Background: an optimization exercise with open tools, aiming at small area. Do not read the settings as production practice. Function was checked by simulation only, so behaviour that the tests miss may differ from the original. The flow treats the clock pin as an ideal source, which a real chip does not have. No activity file was given, so power comes from the tool's default toggle rates.

## wiegand_26_parity_unit
module wiegand_26_parity_unit (
    input  wire         clk,
    input  wire         rst,
    input  wire         req_valid,
    output wire         req_ready,
    input  wire [28:0]  req_iw,
    input  wire [4:0]   req_txt_len,
    input  wire [247:0] req_txt,
    output wire         resp_valid,
    input  wire         resp_ready,
    output wire [2:0]   resp_status,
    output wire [25:0]  resp_res,
    output wire [1:0]   resp_warn,
    output wire [207:0] resp_bin_txt,
    output wire [47:0]  resp_hex_txt
);
Size: roughly 1,400 cells after synthesis, ~170 flip-flops, about 580 I/O pins.
clock: 6.0 ns
lec_check: 0
cap_margin: 20
core_margin: 2
core_utilization: 30
gpl_timing_driven: 0
slew_margin: 20
standard.sh (not shown) runs the stock make flow with config.mk's settings and CLKGATE_MAP_FILE= SYNTH_SCRIPT=/design/flow/synth_recipe.tcl, a recipe that flattens the netlist after the stock synthesis.
==> flow/flow/run.sh <==
#!/bin/bash
# Standard layout, with: the port buffers made from the smallest buffer cell;
# one tie cell shared by all constant outputs; a clock tree of clkbuf_8
# without dummy loads, where a leaf buffer with many flip-flops is upsized
# to clkbuf_16 after CTS (flow/post_cts.tcl).
set -euo pipefail
export BUFFER_PORTS_ARGS="-buffer_cell sky130_fd_sc_hd__buf_1"
export SKIP_REPAIR_TIE_FANOUT=1
export CTS_ARGS="-sink_clustering_enable -repair_clock_nets -dont_use_dummy_load -buf_list sky130_fd_sc_hd__clkbuf_8"
export POST_CTS_TCL="$PWD/flow/post_cts.tcl"
bash standard.sh > standard_flow.log 2>&1
==> flow/flow/post_cts.tcl <==
# Upsize each clkbuf_8 of the clock tree that drives more than 16 pins to
# clkbuf_16, then legalise the placement again.
set changed 0
foreach inst [[ord::get_db_block] getInsts] {
  if { [[$inst getMaster] getName] ne "sky130_fd_sc_hd__clkbuf_8" } { continue }
  set net [[$inst findITerm X] getNet]
  if { $net eq "NULL" } { continue }
  set n [llength [$net getITerms]]
  if { $n > 17 } {
    puts "post_cts: [$inst getName] drives [expr {$n - 1}] pins: clkbuf_16"
    replace_cell [$inst getName] sky130_fd_sc_hd__clkbuf_16
    incr changed
  }
}
if { $changed } {
  detailed_placement
  check_placement -verbose
}
The baseline ran to the end with no violations.
Then changed:
==> flow/flow/run.sh (replaced) <==
#!/bin/bash
# Standard layout, with: the port buffers made from the smallest buffer cell;
# tie cells shared by up to 4 constant outputs each (flow/post_floorplan.tcl);
# a clock tree of clkbuf_8 without dummy loads, where a leaf buffer with many
# flip-flops is upsized to clkbuf_16 after CTS (flow/post_cts.tcl).
set -euo pipefail
export BUFFER_PORTS_ARGS="-buffer_cell sky130_fd_sc_hd__buf_1"
export SKIP_REPAIR_TIE_FANOUT=1
export POST_FLOORPLAN_TCL="$PWD/flow/post_floorplan.tcl"
export CTS_ARGS="-sink_clustering_enable -repair_clock_nets -dont_use_dummy_load -buf_list sky130_fd_sc_hd__clkbuf_8"
export POST_CTS_TCL="$PWD/flow/post_cts.tcl"
bash standard.sh > standard_flow.log 2>&1
==> flow/flow/post_floorplan.tcl (new file) <==
foreach var {TIELO_CELL_AND_PORT TIEHI_CELL_AND_PORT} {
  set cell_name [lindex $::env($var) 0]
  set lib_name [get_name [get_property [lindex [get_lib_cell $cell_name] 0] library]]
  set pin $lib_name/$cell_name/[lindex $::env($var) 1]
  repair_tie_fanout -separation $::env(TIE_SEPARATION) -max_fanout 4 $pin
}
--- a/flow/config.mk
+++ b/flow/config.mk
@@ -9,4 +9,3 @@
 export CORE_MARGIN = 2
-export CORE_UTILIZATION = 30
-export GPL_TIMING_DRIVEN = 0
+export CORE_UTILIZATION = 40
 export SLEW_MARGIN = 20
Effect:
- worst hold slack stays flat
- critical path depth stays the same
- cell count goes down by 10%
Then changed:
==> flow/flow/run.sh (replaced) <==
#!/bin/bash
# Standard layout, with: the port buffers made from the smallest buffer cell;
# one tie cell shared by all constant outputs; a clock tree of clkbuf_8
# without dummy loads, where a leaf buffer with many flip-flops is upsized
# to clkbuf_16 after CTS (flow/post_cts.tcl).
set -euo pipefail
export BUFFER_PORTS_ARGS="-buffer_cell sky130_fd_sc_hd__buf_1"
export SKIP_REPAIR_TIE_FANOUT=1
export CTS_ARGS="-sink_clustering_enable -repair_clock_nets -dont_use_dummy_load -buf_list sky130_fd_sc_hd__clkbuf_8"
export POST_CTS_TCL="$PWD/flow/post_cts.tcl"
bash standard.sh > standard_flow.log 2>&1
--- a/flow/config.mk
+++ b/flow/config.mk
@@ -9,3 +9,3 @@
 export CORE_MARGIN = 2
-export CORE_UTILIZATION = 40
+export CORE_UTILIZATION = 30
 export SLEW_MARGIN = 20
removed: flow/flow/post_floorplan.tcl
Routed wire length decreases by 3.3%.
Combinational power barely changes.
Total power decreases by 0.68%.
Synthesized cell count does not change.
Global-route usage decreases by 6.4 points.
Worst setup slack loses 0.019 ns.
Count of clock-buffer cells in the layout is unchanged.
Then changed:
==> flow/flow/run.sh (replaced) <==
#!/bin/bash
# Standard layout, with: the port buffers made from the smallest buffer cell;
# one tie cell shared by all constant outputs; a clock tree of clkbuf_8
# without dummy loads.
set -euo pipefail
export BUFFER_PORTS_ARGS="-buffer_cell sky130_fd_sc_hd__buf_1"
export SKIP_REPAIR_TIE_FANOUT=1
export CTS_ARGS="-sink_clustering_enable -repair_clock_nets -dont_use_dummy_load -buf_list sky130_fd_sc_hd__clkbuf_8 -sink_clustering_size 12"
bash standard.sh > standard_flow.log 2>&1
--- a/flow/config.mk
+++ b/flow/config.mk
@@ -9,3 +9,3 @@
 export CORE_MARGIN = 2
-export CORE_UTILIZATION = 30
+export CORE_UTILIZATION = 55
 export SLEW_MARGIN = 20
removed: flow/flow/post_cts.tcl
Outcome: Now the flow did not get past I/O pin placement with PPL-0024; area after synthesis is unchanged; synthesized cell count stays the same.

re-timing with driven ports:
Ports are ideal in the flow. The routed layouts listed here were re-timed in OpenROAD.
Step 1 sets driving cells, clkbuf_16 on the clock port and buf_2 on the other inputs (assumed; they add their load-dependent delay and slew).
Step 2 moves the port delays by t, midway between the first and last clock arrival at a register: inputs arrive t later, outputs are due t later. That takes back most of the time a late clock gives input paths.
Three values: ideal ports, drivers, drivers and shift; two values: the first two.
| run | t, ns | slack for setup (ns) | slew at the worst register clock pin (ns) | pins driven straight from the clock port |
|---|---|---|---|---|
| the first run | 0.529 | 0.212 / 0.212 / 0.212 | 0.11 / 0.11 | 1 |
| the second run | 0.484 | 0.293 / 0.293 / 0.293 | 0.10 / 0.10 | 1 |
| the third run | 0.516 | 0.274 / 0.274 / 0.274 | 0.10 / 0.10 | 1 |
After both steps every run listed still meets setup and hold.
